Context: an optimization exercise on an open-source flow, tuned for small area. The choices shown serve that exercise and are no tape-out recipe. In this exercise RTL edits were held to simulation tests only and were not proved equivalent to the original.

## flow/design.v

```verilog
module nec16_core (
    input  wire        clk,
    input  wire        rst,           
    input  wire        step,          
    output wire        ready,         
    output wire        done,          
    output wire        err,           
    output wire [1:0]  err_code,      
    input  wire [3:0]  dbg_sel,
    output wire [15:0] dbg_val,
    input  wire        host_we,
    input  wire [15:0] host_wdata,
    output wire        bus_req,
    output wire        bus_we,
    output wire [15:0] bus_addr,
    output wire [7:0]  bus_wdata,
    input  wire        bus_ack,
    input  wire [7:0]  bus_rdata,
    input  wire        bus_err,
    input  wire [1:0]  bus_err_code
);
    localparam [6:0]
        S_IDLE = 7'd0,
        S_ADV  = 7'd1,    
        S_LI   = 7'd2,    
        S_JI1  = 7'd3,    
        S_UJ   = 7'd4,    
        S_SPT  = 7'd5,    
        S_CA5  = 7'd6,    
        S_PO3  = 7'd7,    
        S_SA1S = 7'd8,    
        S_SA1L = 7'd9,    
        S_LA   = 7'd10,   
        S_GM2  = 7'd11,   
        S_SPW  = 7'd12,   
        S_CR   = 7'd13,   
        S_CA4  = 7'd14,   
        S_INC  = 7'd15,   
        S_CHK  = 7'd16,   
        S_LDPC = 7'd17,   
        S_CMP1 = 7'd18,
        S_CMP2 = 7'd19,
        S_CMPE = 7'd20,   
        S_CMP3 = 7'd21,   
        S_COPY = 7'd22,
        S_SW1  = 7'd23,
        S_SW2  = 7'd24,
        S_SW3  = 7'd25,
        S_JI2  = 7'd26,   
        S_PR1  = 7'd27,   
        S_PR2  = 7'd28,   
        S_CA1  = 7'd29,   
        S_CA3  = 7'd30,   
        S_SPI  = 7'd31,   
        S_PO1  = 7'd32,   
        S_PO5  = 7'd33,   
        S_SA2  = 7'd34,   
        S_GM1  = 7'd35,   
        S_GM3  = 7'd36,   
        S_SM   = 7'd37,   
        S_JM1  = 7'd38,   
        S_JM2  = 7'd39,   
        S_OI1  = 7'd40,   
        S_OI2  = 7'd41,   
        S_AL1  = 7'd42,   
        S_AL2  = 7'd43,   
        S_SH1  = 7'd44,   
        S_SH2  = 7'd45,   
        S_SHA  = 7'd46,   
        S_SHL  = 7'd47,   
        S_WT   = 7'd48,   
        S_MU1  = 7'd49,   
        S_MUA  = 7'd50,   
        S_MUL  = 7'd51,   
        S_DV0  = 7'd52,   
        S_DV1  = 7'd53,   
        S_DV2  = 7'd54,   
        S_DVA  = 7'd55,   
        S_DVB  = 7'd56,   
        S_DVW  = 7'd57;   
    localparam [6:0] B_RD = 7'b1000000, B_WR = 7'b1100000, B_LAST = 7'b0010000;
    localparam [6:0] S_F0 = B_RD | S_ADV;
    localparam [2:0] X_K = 3'd0, X_T = 3'd1, X_TS = 3'd2, X_U = 3'd3, X_H = 3'd4;
    localparam [1:0] M_ADD = 2'd0, M_XOR = 2'd1, M_OR = 2'd2, M_AND = 2'd3;
    localparam [1:0] U_H = 2'd0, U_S = 2'd1, U_B = 2'd2, U_Q = 2'd3;
    reg [15:0] x [0:15];
    reg [15:0] T, U;
    reg [7:0]  ir0, ir1;
    reg [6:0]  st;
    reg        F;
    reg        done_r;
    wire [3:0] opcode = ir0[7:4];
    wire [3:0] regA   = ir0[3:0];
    wire [3:0] regB   = ir1[7:4];
    wire [3:0] rrB    = ir1[3:0];
    wire [3:0] cnt    = ir1[3:0];    
    reg  [3:0] rsel;
    reg  [2:0] xs;
    reg        yr, yi, ci, sinen, zb, two, kneg;
    reg  [1:0] am;
    reg        tl;
    reg  [1:0] um;
    reg        rwe;
    reg  [3:0] wsel;
    reg  [6:0] nst;
    reg        fin, ferr;
    reg  [1:0] fcode;
    reg        fl;
    reg  [1:0] fsrc;      
    reg        cl, cinc;
    wire [15:0] R = x[rsel];
    wire        sin = U[15] & sinen;
    reg  [15:0] X;
    always @(*) begin
        case (xs)
            X_K:  X = {{14{kneg}}, kneg | two, kneg & ~two};    
            X_T:  X = T;
            X_TS: X = {T[14:0], sin};
            X_U:  X = U;
            default: X = host_wdata;
        endcase
    end
    wire [15:0] Y = ({16{yr}} & R) ^ {16{yi}};
    wire [16:0] sum = {1'b0, X} + {1'b0, Y} + {16'h0000, ci};
    reg  [15:0] S;
    always @(*) begin
        case (am)
            M_ADD: S = sum[15:0];
            M_XOR: S = X ^ Y;
            M_OR:  S = X | Y;
            default: S = X & Y;
        endcase
    end
    wire c16 = sum[16];
    assign ready     = (st == S_IDLE);
    assign done      = done_r;
    assign err       = F;
    assign err_code  = ir1[1:0];
    assign dbg_val   = R;
    assign bus_addr  = T;
    assign bus_wdata = U[7:0];
    assign bus_req   = st[6];
    assign bus_we    = st[5];
    wire [7:0] bytein = bus_rdata & {8{~zb}};
    always @(*) begin
        rsel = dbg_sel; xs = X_K; yr = 1'b0; yi = 1'b0; ci = 1'b0; am = M_ADD;
        two = 1'b0; kneg = 1'b0; sinen = 1'b0; zb = 1'b0;
        tl = 1'b0; um = U_H; rwe = 1'b0; wsel = 4'd15; nst = st;
        fin = 1'b0; ferr = 1'b0; fcode = 2'd0; fl = 1'b0; fsrc = 2'd0;
        cl = 1'b0; cinc = 1'b0;
        if (st[6]) begin
            xs = X_T; ci = 1'b1;
            if (bus_ack) begin
                if (bus_err) begin fin = 1'b1; ferr = 1'b1; fcode = bus_err_code; end
                else begin
                    tl = 1'b1; um = U_B;
                    if (st[4]) begin
                        nst = {3'b000, st[3:0]};
                        if (st[3:0] == 4'd0) fin = 1'b1;
                    end else nst = st | B_LAST;
                end
            end
        end else case (st)
            S_IDLE: begin
                xs = X_H; wsel = dbg_sel;
                if (step) nst = S_CHK;
                else rwe = host_we;
            end
            S_CHK: begin
                rsel = 4'd15; yr = 1'b1; ci = 1'b1;    
                if (c16) begin fin = 1'b1; ferr = 1'b1; fcode = 2'd1; end
                else nst = S_LDPC;
            end
            S_LDPC: begin rsel = 4'd15; yr = 1'b1; tl = 1'b1; nst = S_F0; end
            S_ADV: begin
                xs = X_T; rwe = 1'b1; wsel = 4'd15;    
                case (opcode)
                    4'h0: case (regA)
                        4'h1, 4'h2, 4'h3: nst = S_CMP1;
                        4'h4: nst = B_RD | S_LI;
                        4'h5: nst = B_RD | S_JI1;
                        4'h6: nst = S_COPY;
                        4'h7: nst = S_SW1;
                        4'h8: nst = B_RD | S_UJ;
                        4'h9: case (regB)
                            4'h0: nst = B_RD | S_SPT;
                            4'h1, 4'h4: nst = S_PR1;
                            4'h2, 4'h5: nst = S_PO1;
                            4'h3: nst = S_CA1;
                            4'h6: nst = B_RD | S_SA1S;
                            4'h7: nst = B_RD | S_SA1L;
                            default: fin = 1'b1;
                        endcase
                        default: fin = 1'b1;
                    endcase
                    4'h1: nst = S_JM1;
                    4'h2, 4'h3: nst = S_GM1;
                    4'h4: nst = S_OI1;
                    4'h5, 4'h6, 4'h7, 4'hb, 4'hc: nst = S_AL1;
                    4'h8: nst = S_AL2;
                    4'h9, 4'ha: nst = S_SH1;
                    4'hd: nst = S_MU1;
                    default: nst = S_DV0;
                endcase
                if (fin) nst = S_IDLE;
            end
            S_INC: begin rsel = 4'd15; yr = 1'b1; two = 1'b1; rwe = 1'b1; wsel = 4'd15; fin = 1'b1; end
            S_CMP1: begin rsel = (regA == 4'h2) ? rrB : regB; yr = 1'b1; tl = 1'b1; nst = S_CMP2; end
            S_CMP2: begin
                rsel = (regA == 4'h2) ? regB : rrB;
                xs = X_T; yr = 1'b1;
                if (regA == 4'h1) begin am = M_XOR; tl = 1'b1; nst = S_CMPE; end    
                else begin yi = 1'b1; ci = 1'b1; fl = 1'b1; nst = S_CMP3; end        
            end
            S_CMPE: begin xs = X_T; yi = 1'b1; fl = 1'b1; nst = S_CMP3; end         
            S_CMP3: begin ci = F; rwe = 1'b1; wsel = 4'd2; fin = 1'b1; end
            S_COPY: begin rsel = rrB; yr = 1'b1; rwe = 1'b1; wsel = regB; fin = 1'b1; end
            S_SW1: begin rsel = regB; yr = 1'b1; tl = 1'b1; nst = S_SW2; end
            S_SW2: begin rsel = rrB; yr = 1'b1; rwe = 1'b1; wsel = regB; nst = S_SW3; end
            S_SW3: begin xs = X_T; rwe = 1'b1; wsel = rrB; fin = 1'b1; end
            S_LI:  begin xs = X_U; rwe = 1'b1; wsel = regB; nst = S_INC; end
            S_JI1: begin rsel = 4'd2; yr = 1'b1; kneg = 1'b1; fl = 1'b1; fsrc = 2'd1; nst = S_JI2; end
            S_JI2: begin xs = F ? X_U : X_T; rwe = 1'b1; wsel = 4'd15; fin = 1'b1; end
            S_UJ:  begin xs = X_U; rwe = 1'b1; wsel = 4'd15; fin = 1'b1; end
            S_SPT: begin rsel = 4'd13; yr = 1'b1; tl = 1'b1; nst = B_WR | S_SPW; end
            S_SPW: begin xs = X_T; rwe = 1'b1; wsel = 4'd13;
                         if (regB == 4'h0) nst = S_INC; else fin = 1'b1; end
            S_PR1: begin rsel = (regB == 4'h4) ? 4'd15 : rrB; yr = 1'b1; um = U_S; nst = S_PR2; end
            S_PR2: begin rsel = 4'd13; yr = 1'b1; tl = 1'b1;
                         nst = (regB == 4'h4) ? (B_WR | S_CR) : (B_WR | S_SPW); end
            S_CR:  begin rsel = rrB; yr = 1'b1; rwe = 1'b1; wsel = 4'd15; nst = S_SPW; end
            S_CA1: begin rsel = 4'd15; yr = 1'b1; two = 1'b1; um = U_S; nst = S_CA3; end
            S_CA3: begin rsel = 4'd13; yr = 1'b1; tl = 1'b1; nst = B_WR | S_CA4; end
            S_CA4: begin rsel = 4'd15; yr = 1'b1; tl = 1'b1; nst = B_RD | S_CA5; end
            S_CA5: begin xs = X_U; rwe = 1'b1; wsel = 4'd15; nst = S_SPI; end
            S_SPI: begin rsel = 4'd13; yr = 1'b1; two = 1'b1; rwe = 1'b1; wsel = 4'd13; fin = 1'b1; end
            S_PO1: begin rsel = 4'd13; yr = 1'b1; kneg = 1'b1; two = 1'b1; tl = 1'b1; nst = B_RD | S_PO3; end
            S_PO3: begin rsel = 4'd13; yr = 1'b1; kneg = 1'b1; two = 1'b1; rwe = 1'b1; wsel = 4'd13; nst = S_PO5; end
            S_PO5: begin xs = X_U; rwe = 1'b1; wsel = (regB == 4'h5) ? 4'd15 : rrB; fin = 1'b1; end
            S_SA1S: begin xs = X_U; tl = 1'b1; nst = S_SA2; end
            S_SA1L: begin xs = X_U; tl = 1'b1; nst = B_RD | S_LA; end
            S_SA2: begin rsel = rrB; yr = 1'b1; um = U_S; nst = B_WR | S_INC; end
            S_LA:  begin xs = X_U; rwe = 1'b1; wsel = rrB; nst = S_INC; end
            S_GM1: begin rsel = 4'd1; yr = 1'b1; tl = 1'b1;
                         nst = (opcode == 4'h2) ? (B_RD | B_LAST | S_GM2) : S_SM; end
            S_GM2: begin zb = 1'b1; um = U_B; nst = S_GM3; end
            S_GM3: begin xs = X_U; rwe = 1'b1; wsel = regA; fin = 1'b1; end
            S_SM:  begin rsel = regA; yr = 1'b1; um = U_S; nst = B_WR | B_LAST | S_IDLE; end
            S_JM1: begin rsel = 4'd2; yr = 1'b1; kneg = 1'b1; fl = 1'b1; fsrc = 2'd1; nst = S_JM2; end
            S_JM2: begin rsel = regA; yr = 1'b1; rwe = F; wsel = 4'd15; fin = 1'b1; end
            S_OI1: begin zb = 1'b1; um = U_B; nst = S_OI2; end
            S_OI2: begin rsel = regA; xs = X_U; yr = 1'b1; am = M_OR; rwe = 1'b1; wsel = regA; fin = 1'b1; end
            S_AL1: begin rsel = regA; yr = 1'b1; tl = 1'b1; nst = S_AL2; end
            S_AL2: begin
                rwe = 1'b1; wsel = regA; fin = 1'b1;
                rsel = regB; xs = X_T; yr = 1'b1;
                case (opcode)
                    4'h5: am = M_OR;
                    4'h6: am = M_AND;
                    4'h7: am = M_XOR;
                    4'h8: begin rsel = regA; xs = X_K; yi = 1'b1; end
                    4'hb: ;
                    default: begin yi = 1'b1; ci = 1'b1; end
                endcase
            end
            S_SH1: begin rsel = regB; cl = 1'b1; nst = S_SH2; end
            S_SH2: begin
                rsel = regA; yr = 1'b1;
                if (opcode == 4'h9) begin tl = 1'b1; nst = S_SHL; end
                else begin um = U_S; nst = S_SHA; end
            end
            S_SHA: begin ci = U[15]; tl = 1'b1; um = U_Q; nst = S_SHL; end
            S_SHL: begin
                if (cnt == 4'hf) nst = S_WT;
                else begin xs = X_TS; sinen = (opcode == 4'ha); tl = 1'b1; um = U_Q; cinc = 1'b1; end
            end
            S_WT:  begin xs = X_T; rwe = 1'b1; wsel = regA; fin = 1'b1; end
            S_MU1: begin rsel = regB; yr = 1'b1; um = U_S; cl = 1'b1; nst = S_MUA; end
            S_MUA: begin rsel = regA; yr = U[15]; tl = 1'b1; um = U_Q; nst = S_MUL; end
            S_MUL: begin
                if (cnt == 4'hf) nst = S_WT;
                else begin rsel = regA; xs = X_TS; yr = U[15]; tl = 1'b1; um = U_Q; cinc = 1'b1; end
            end
            S_DV0: begin
                rsel = regB; yr = 1'b1; kneg = 1'b1; cl = 1'b1;    
                if (!c16) begin fin = 1'b1; ferr = 1'b1; fcode = 2'd3; end
                else nst = S_DV1;
            end
            S_DV1: begin rsel = regA; yr = 1'b1; um = U_S; nst = S_DV2; end
            S_DV2: begin tl = 1'b1; nst = S_DVA; end
            S_DVA: begin
                rsel = regB; xs = X_TS; sinen = 1'b1; yr = 1'b1; yi = 1'b1; ci = 1'b1;
                fl = 1'b1; fsrc = 2'd2; nst = S_DVB;
            end
            S_DVB: begin
                rsel = regB; xs = X_TS; sinen = 1'b1; yr = F; yi = F; ci = F;
                tl = 1'b1; um = U_Q; cinc = 1'b1; nst = (cnt == 4'hf) ? S_DVW : S_DVA;
            end
            S_DVW: begin xs = opcode[0] ? X_T : X_U; rwe = 1'b1; wsel = regA; fin = 1'b1; end
            default: nst = S_IDLE;
        endcase
        if (fin) nst = S_IDLE;
    end
    reg fv;
    always @(*) begin
        case (fsrc)
            2'd1: fv = ~c16;
            2'd2: fv = c16 | T[15];
            default: fv = c16;
        endcase
    end
    wire qbit = (st == S_DVB) ? F : 1'b0;
    always @(posedge clk) begin
        if (rst) begin
            st     <= S_IDLE;
            done_r <= 1'b0;
        end else begin
            st     <= nst;
            done_r <= fin;
        end
        if (rwe) x[wsel] <= S;
        if (tl) T <= S;
        case (um)
            U_S: U <= S;
            U_B: U <= {bytein, U[15:8]};
            U_Q: U <= {U[14:0], qbit};
            default: ;
        endcase
        if (fin) F <= ferr;
        else if (fl) F <= fv;
        if (st == S_F0 && bus_ack) ir0 <= bus_rdata;
        if (fin) ir1[1:0] <= fcode;
        else if (st == (S_F0 | B_LAST) && bus_ack) ir1 <= bus_rdata;
        else if (cl) ir1[3:0] <= (st == S_SH1) ? (R[3:0] ^ {4{opcode == 4'h9}}) : 4'h0;
        else if (cinc) ir1[3:0] <= cnt + 4'd1;
    end
endmodule
```

## flow/flow/run.sh

```bash
#!/bin/bash
# The standard layout (standard.sh) with three changes:
#  - synthesis maps with flow/abc.script (an area-oriented ABC script);
#  - ports are buffered with sky130_fd_sc_hd__buf_1;
#  - the clock tree is built from clkbuf_8 without dummy loads.
# Each ORFS step writes its full log under orfs/logs; make's output is in flow_make.log.
set -euo pipefail
HERE=$(pwd)
export AREA_ABC_SCRIPT=$HERE/flow/abc.script
export CTS_ARGS="-sink_clustering_enable -repair_clock_nets -buf_list sky130_fd_sc_hd__clkbuf_8 -dont_use_dummy_load"
bash standard.sh SYNTH_SCRIPT=$HERE/flow/synth.tcl "BUFFER_PORTS_ARGS=-buffer_cell sky130_fd_sc_hd__buf_1" finish > $HERE/flow_make.log 2>&1
```

## flow/flow/abc.script

```
strash
&get -n
&deepsyn -T 60
&put
balance
rewrite
refactor
balance
rewrite
rewrite -z
balance
refactor -z
rewrite -z
balance
dch
amap
topo
```

## flow/flow/synth.tcl

```tcl
# synth_recipe.tcl with one change: the final technology mapping uses flow/abc.script
proc synth {args} { yosys synth -nofsm -noshare {*}$args }
proc abc {args} {
  set i [lsearch -exact $args -script]
  if { $i >= 0 } { lset args [expr { $i + 1 }] $::env(AREA_ABC_SCRIPT) }
  yosys abc {*}$args
}
source $::env(SCRIPTS_DIR)/synth.tcl
# left out here: clear keep_hierarchy, flatten, clean up, hide names made inside functions, write 1_2_yosys.v
```

## flow/standard.sh

```bash
#!/bin/bash
# synth_recipe.tcl (not shown) runs the flow's synth.tcl, then flattens the netlist and writes it again
# the make line also repeats each setting of config.mk as NAME=value (left out here)
make -C /OpenROAD-flow-scripts/flow DESIGN_CONFIG=/design/flow/config.mk WORK_HOME=/design/flow/orfs CLKGATE_MAP_FILE= SYNTH_SCRIPT=/design/flow/synth_recipe.tcl "${@:-finish}"
```

## flow/config.mk

```make
export PLATFORM = sky130hd
export DESIGN_NAME = nec16_core
export DESIGN_NICKNAME = nec16_core
export VERILOG_FILES = /design/flow/design.v
export SDC_FILE = /design/flow/constraint.sdc
export NUM_CORES = 4
export LEC_CHECK = 0
export CAP_MARGIN = 0
export CORE_MARGIN = 2
export CORE_UTILIZATION = 50
export GPL_TIMING_DRIVEN = 0
export SLEW_MARGIN = 0
```

## flow/constraint.sdc

```tcl
create_clock -name core_clock -period 10.0 [get_ports {clk}]
set_input_delay 2.0000 -clock core_clock [delete_from_list [all_inputs] [get_ports {clk}]]
set_output_delay 2.0000 -clock core_clock [all_outputs]
set_load 0.01 [all_outputs]
```

==> results.toml, run 1 <==
[setup_path]
r2r-start = "st[6]"
critPathRequiredTime_ns = 10.30
rr_worst_depth = 48
cp-end-kind = "register"
arrival_ns = 9.93
crit_type = "register to register"
cp-start-kind = "register"
cp_slowest_stage_delay_ns = 0.59
crit_slowest_cell = "dfxtp_2"
worstReg2RegEnd = "F"
worst-r2r-setup-slack_ns = 0.37
crit_path_max_fanout = 14

[min_path]
hold_class = "register to register"
worstHoldPathCells = 2
hold_end = "st[3]"
min_from = "st[3]"

[synth]
yosysTopAreaCell = "edfxtp_1"
synthArstFlopShare = 0
synthFlopType = "edfxtp_1"
ys_types = 47
syn_area_um2 = 15170
netlist_top_cells_area = "edfxtp_1 60%, nor2_1 6.8%, clkinv_1 4.4%, o21ai_0 4.1%, o22ai_1 3.0%"
syn-num-nets = 1482
synth_most_common_cell = "edfxtp_1"
synth_common_cells = "305 x edfxtp_1, 274 x nor2_1, 179 x clkinv_1"
synth_seq_cells = 313
seq_area_frac_synth = 0.6144
postSynthAreaPerCell_um2 = 10.76
synth_top_area_share = 0.6039
synth_edf_count = 305
yosysWarnings = 1
synthCells = 1409

[route]
first_iter_violations = 1749
drt_first_pass_iters = 8
post_drt_wl_per_cell_um = 27.34
wirelength_um = 54880
viasPerCell = 6.476
vias = 13000
drc = 0
postRouteAntennaNets = 0

[clock_tree]
cts-root-buf = "clkbuf_8"
cts_tree = "yes"
clkSinkCount = 313
clkTransAtPathRegs_ns = 0.06
htreeDepth = 2
cts_buffer_depth = 3
insertion_delay_ns = 0.61
numCtsBuffers = 50

[global_route]
grt_use_met3 = 0.05413
grt_most_used_layer = "met2"
grt_max_degree = 31
antenna_found_initial = 1
grt_pass1_vias = 12400
met1_usage = 0.4682
track_usage = 0.3451
grt_pass1_wl_um = 79120
use_met2 = 0.5622
overflow = 0

[flow_run]
timing.max_cap.violations = 0

[place]
dpl.hpwl_um = 37890
io_buffers = 82
gp_congestion = 0.9699
dp_cells = 1921

[timing]
post-route-min-period_ns = 9.631
finalSetupViolCount = 0
hold_violations = 0
period_share = 0.9631
fmax_ghz = 0.1038
slew_headroom = 0.04851
worstMarginPinSlew_ns = 1.422
finClkSkew_ns = 0.07371
slew_violations = 0

[floorplan]
rows = 63
core_um2 = 29720
initial_core_util = 0.5104
die_area_um2 = 31740
die_w_um = 178.2
fp.dieH_um = 178.2
ios = 83

[final_layout]
drive_above_1_share = 0.1553
fin_cells = 2007
final_core_util = 0.6104
final_nets = 1691
synthToLayoutAreaGrowth_pct = 19.59
fillers = 2461

[outcome]
status = "no timing/DRC/antenna violations"
==> metal layers <==
layer	vias up	part of all wire
met1	6390	0.40
met4	0	0.036
met5	-	0
li1	5710	-
met3	147	0.091
met2	751	0.48
==> metrics by stage <==
step | setup TNS, ns | hold WS [ns] | setup WS, ns | cell area, µm²
floorplan | 0 | 0.5415 | 0.02926 | 15170
global placement | -1722.26 | 0.5630 | -7.215 | 15960
detailed placement | -649.32 | 0.5740 | -4.392 | 16720
CTS | 0 | 0.5826 | 0.01459 | 17890
global route | -0.02814 | 0.6115 | -0.02489 | 18140
finish | 0 | 0.5849 | 0.3688 | 18140
==> area by class of cell <==
cell class / instances / area, µm² / share of cell area
repair buffers: 152 / 1102 / 0.06077
inverters: 179 / 767.0 / 0.04228
diodes: 1 / 2.502 / 0.0001380
plain buffers: 10 / 75.07 / 0.004139
repair inverters: 5 / 43.79 / 0.002414
flip-flops and latches: 313 / 9333 / 0.5145
clock buffers: 50 / 688.2 / 0.03794
multi-input cells: 907 / 5639 / 0.3109
well taps: 390 / 488.0 / 0.02690
==> worst max-delay path by stage <==
stage           from    end  slack, ns  cells past startpoint
6_report       st[6]      F       0.37                     48
5_1_grt        st[2]      F      -0.02                     47
4_1_cts        st[4]      F       0.01                     48
3_5_place_dp   st[3]  st[3]      -4.39                     50
3_3_place_gp   st[5]   U[4]      -7.22                     31
2_1_floorplan  st[5]      F       0.03                     48
==> placed cells by master (no fill, tap or decap), types with 33 or more instances in the layout <==
cell      count
a21oi_1      33
o21ai_0     112
buf_4        50
nor3_1       67
clkinv_1    158
buf_1        82
nand2_1      54
edfxtp_1    305
clkbuf_8     50
nor2_1      238
o22ai_1      66
ha_1         35
==> what timing repair did <==
item | 4_1_cts | 5_1_grt
setup buffers | 23 | 7
resized for setup | 67 | 51
hold buffers | 0 | 0
cloned | 3 | 2
endpoints found under the setup margin | 306 | 40
pin swaps | 13 | 9
==> flip-flops by register name, indices dropped and copies added (netlist names) <==
signal  cells
done_r      1
st          7
T          16
ir0         8
F           1
x         256
U          16
ir1         8
==> critical path: cells and delay by family (launching register included) <==
family | cells | cell delay [ns]
AND/OR/NAND/NOR | 22 | 4.24
AO/OA/AOI/OAI | 17 | 2.40
buffers and inverters | 7 | 1.20
adder cells (fa/ha/maj) | 2 | 0.91
flip-flops | 1 | 0.59
==> cells by family after synthesis <==
logic type	Yosys count	synth area share
compound gates	359	0.1550
flops	313	0.6144
fa+ha+maj	37	0.03151
buf+inv	189	0.04925
simple gates	511	0.1498
==> inputs of run 2 (changes only) <==
--- a/flow/design.v
+++ b/flow/design.v
@@ -168,10 +168,13 @@
             end
             S_CHK: begin
                 rsel = 4'd15; yr = 1'b1; ci = 1'b1;    
-                if (c16) begin fin = 1'b1; ferr = 1'b1; fcode = 2'd1; end
-                else nst = S_LDPC;
+                fl = 1'b1; nst = S_LDPC;
+            end
+            S_LDPC: begin
+                rsel = 4'd15; yr = 1'b1; tl = 1'b1;
+                if (F) begin fin = 1'b1; ferr = 1'b1; fcode = 2'd1; end
+                else nst = S_F0;
             end
-            S_LDPC: begin rsel = 4'd15; yr = 1'b1; tl = 1'b1; nst = S_F0; end
             S_ADV: begin
                 xs = X_T; rwe = 1'b1; wsel = 4'd15;    
                 case (opcode)
@@ -283,10 +286,13 @@
             end
             S_DV0: begin
                 rsel = regB; yr = 1'b1; kneg = 1'b1; cl = 1'b1;    
-                if (!c16) begin fin = 1'b1; ferr = 1'b1; fcode = 2'd3; end
-                else nst = S_DV1;
+                fl = 1'b1; nst = S_DV1;
+            end
+            S_DV1: begin
+                rsel = regA; yr = 1'b1; um = U_S;
+                if (!F) begin fin = 1'b1; ferr = 1'b1; fcode = 2'd3; end
+                else nst = S_DV2;
             end
-            S_DV1: begin rsel = regA; yr = 1'b1; um = U_S; nst = S_DV2; end
             S_DV2: begin tl = 1'b1; nst = S_DVA; end
             S_DVA: begin
                 rsel = regB; xs = X_TS; sinen = 1'b1; yr = 1'b1; yi = 1'b1; ci = 1'b1;
==> flow/flow/run.sh (replaced) <==
#!/bin/bash
# The standard layout (standard.sh) with three changes:
#  - synthesis maps with flow/abc.script (an area-oriented ABC script);
#  - ports are buffered with sky130_fd_sc_hd__buf_1;
#  - the clock tree is built from clkbuf_8 (clusters of at most 14 sinks) without dummy loads.
# Each ORFS step writes its full log under orfs/logs; make's output is in flow_make.log.
set -euo pipefail
HERE=$(pwd)
export AREA_ABC_SCRIPT=$HERE/flow/abc.script
export CTS_ARGS="-sink_clustering_enable -repair_clock_nets -buf_list sky130_fd_sc_hd__clkbuf_8 -sink_clustering_size 14 -sink_clustering_max_diameter 50 -dont_use_dummy_load"
bash standard.sh SYNTH_SCRIPT=$HERE/flow/synth.tcl "BUFFER_PORTS_ARGS=-buffer_cell sky130_fd_sc_hd__buf_1" finish > $HERE/flow_make.log 2>&1
==> run 2 against run 1 <==
Effect of this change:
- cell count decreased by 2.8%
- synthesized cell count shrank 1.7%
- critical endpoint is now x[3][15]
- largest cell class unchanged
==> results.toml, run 2 <==
[synth]
syn_area_um2 = 15200
synth_most_common_cell = "edfxtp_1"
yosysTopAreaCell = "edfxtp_1"
synth_top_area_share = 0.6025
synthCells = 1385
synthArstFlopShare = 0
ys_types = 45
netlist_top_cells_area = "edfxtp_1 60%, nor2_1 7.1%, clkinv_1 4.3%, o22ai_1 3.3%, o21ai_0 3.0%"
synth_edf_count = 305
seq_area_frac_synth = 0.6131
postSynthAreaPerCell_um2 = 10.98
synth_seq_cells = 313
syn-num-nets = 1458
synthFlopType = "edfxtp_1"
yosysWarnings = 1
synth_common_cells = "305 x edfxtp_1, 288 x nor2_1, 173 x clkinv_1"

[setup_path]
crit_path_max_fanout = 24
cp_slowest_stage_delay_ns = 0.73
cp-end-kind = "register"
arrival_ns = 9.64
cp-start-kind = "register"
crit_slowest_cell = "o32ai_2"
critPathRequiredTime_ns = 10.38
crit_type = "register to register"
path_common_cell = "nor2_1"

[place]
dpl.hpwl_um = 35690
io_buffers = 82
placed_area_um2 = 16810
place_ws_ns = -1.222
gp_congestion = 1.008

[final_layout]
largestRegisters = "x (256), T (16), U (16)"
seqCellArea_um2 = 9325
final_nets = 1635
final_core_util = 0.5912
stdcell_area_um2 = 17620
final_cell_mix = "305 x edfxtp_1, 261 x nor2_1, 162 x clkinv_1"
multi_input_area_um2 = 5614
synthToLayoutAreaGrowth_pct = 15.89
layout_commonest_cell = "edfxtp_1"
largest_reg_flops = 256
fillers = 2502
antenna_cells = 0
largest-register = "x"
drive_above_1_share = 0.1199

[clock_tree]
cts-root-buf = "clkbuf_8"
cts_tree = "yes"
htreeDepth = 2
insertion_delay_ns = 0.57
numCtsBuffers = 34
ctsHoldBuffers = 0
clkTransAtPathRegs_ns = 0.08
cts_buffer_depth = 3
clkSinkCount = 313

[timing]
finClkSkew_ns = 0.08804
slew_violations = 0
rsz0062_at_grt = "false"
fmax_ghz = 0.1080
period_share = 0.9261
post-route-min-period_ns = 9.261
hold_violations = 0
slew_headroom = 0.1897
worstMarginPinSlew_ns = 1.204
setup_tns_ns = 0
fin_ws_ns = 0.7392
finalSetupViolCount = 0

[floorplan]
ios = 83
initial_core_util = 0.5102
die_w_um = 178.4
die_area_um2 = 31810
core_um2 = 29800
rows = 63
fp.dieH_um = 178.4

[global_route]
grt_max_degree = 33
overflow = 0
grt_pass1_wl_um = 76250
track_usage = 0.3287
antenna_found_initial = 0
grt_pass1_vias = 12070

[route]
first_iter_violations = 1476
vias = 12740
postRouteAntennaNets = 0
viasPerCell = 6.533
post_drt_wl_per_cell_um = 26.67
wirelength_um = 52000
drc = 0
drt_first_pass_iters = 6

[flow_run]
timing.max_cap.violations = 0

[outcome]
status = "no timing/DRC/antenna violations"

[min_path]
hold_class = "register to register"
-- run 2: logic make-up after synthesis --
group | count (synthesis) | share of synthesized area
compound gates | 375 | 0.1734
fa+ha+maj | 37 | 0.03144
buf+inv | 183 | 0.04766
flops | 313 | 0.6131
simple gates | 477 | 0.1344
-- run 2: what timing repair did --
action | 4_1_cts | 5_1_grt
pin swaps | 4 | 1
gates cloned | 4 | 1
endpoints found under the setup margin | 145 | 110
gates resized for setup | 24 | 33
hold endpoints to repair | 0 | 0
setup buffers | 2 | 6
-- run 2: worst max-delay path, delay by kind of cell (launching register included) --
kind | cells | cell delay (ns)
compound gates | 13 | 3.31
fa+ha+maj | 1 | 0.30
buf+inv | 9 | 2.02
flops | 1 | 0.50
simple gates | 23 | 2.95
-- run 2: cell type report --
type,instances,share of cell area
Buffer,10,0.004262
Tap cell,390,0.02770
Inverter,173,0.03843
Clock buffer,34,0.02656
Timing Repair Buffer,136,0.05498
Multi-Input combinational cell,894,0.3187
Sequential cell,313,0.5294
-- run 2: metal layers --
metal  GRT usage  routed length (µm)  vias up
li1            -                   -     5645
met1      0.4590               21410     6219
met2      0.5134               23650      757
met3     0.06309                5078      119
met4      0.1196                1858        0
met5           0                   0        -
-- run 2: per-stage QoR --
step	hold WS [ns]	std cells
global placement	0.5911	1857
finish	0.5921	1950
global route	0.6478	1950
detailed placement	0.5864	1903
CTS	0.5904	1943
floorplan	0.5161	1385
-- run 2: worst paths after layout --
check | from | to | slack, ns | cells past startpoint
setup / recovery | st[6] | x[3][15] | 0.74 | 46
hold / removal | U[5] | U[6] | 0.59 | 2
setup reg to reg | st[6] | x[3][15] | 0.74 | 46
hold reg to reg | U[5] | U[6] | 0.59 | 2

==> what the ideal ports hide <==
How much do the figures lean on ideal ports? The routed layouts below were timed once more, with nothing changed but the port constraints.
Step 1: set_driving_cell puts a clkbuf_16 on clk and a buf_2 on each other input, an assumption about the parent block.
Step 2 times the ports against the registers' clock, not the clock port: input delays grow and output delays shrink by t, the midpoint of the rising clock arrivals with the driver on.
Slacks: no drivers / after step 1 / after step 2; pairs: no drivers / after step 1.
run	shift t [ns]	setup WS [ns]	latest minus earliest clock arrival (ns)	worst slew at a driven data input, ns
run 1	0.623	0.369 / 0.369 / 0.369	0.073 / 0.073	0.03
run 2	0.584	0.739 / 0.739 / 0.739	0.089 / 0.088	0.04
After both steps setup and hold are still met in every run listed.
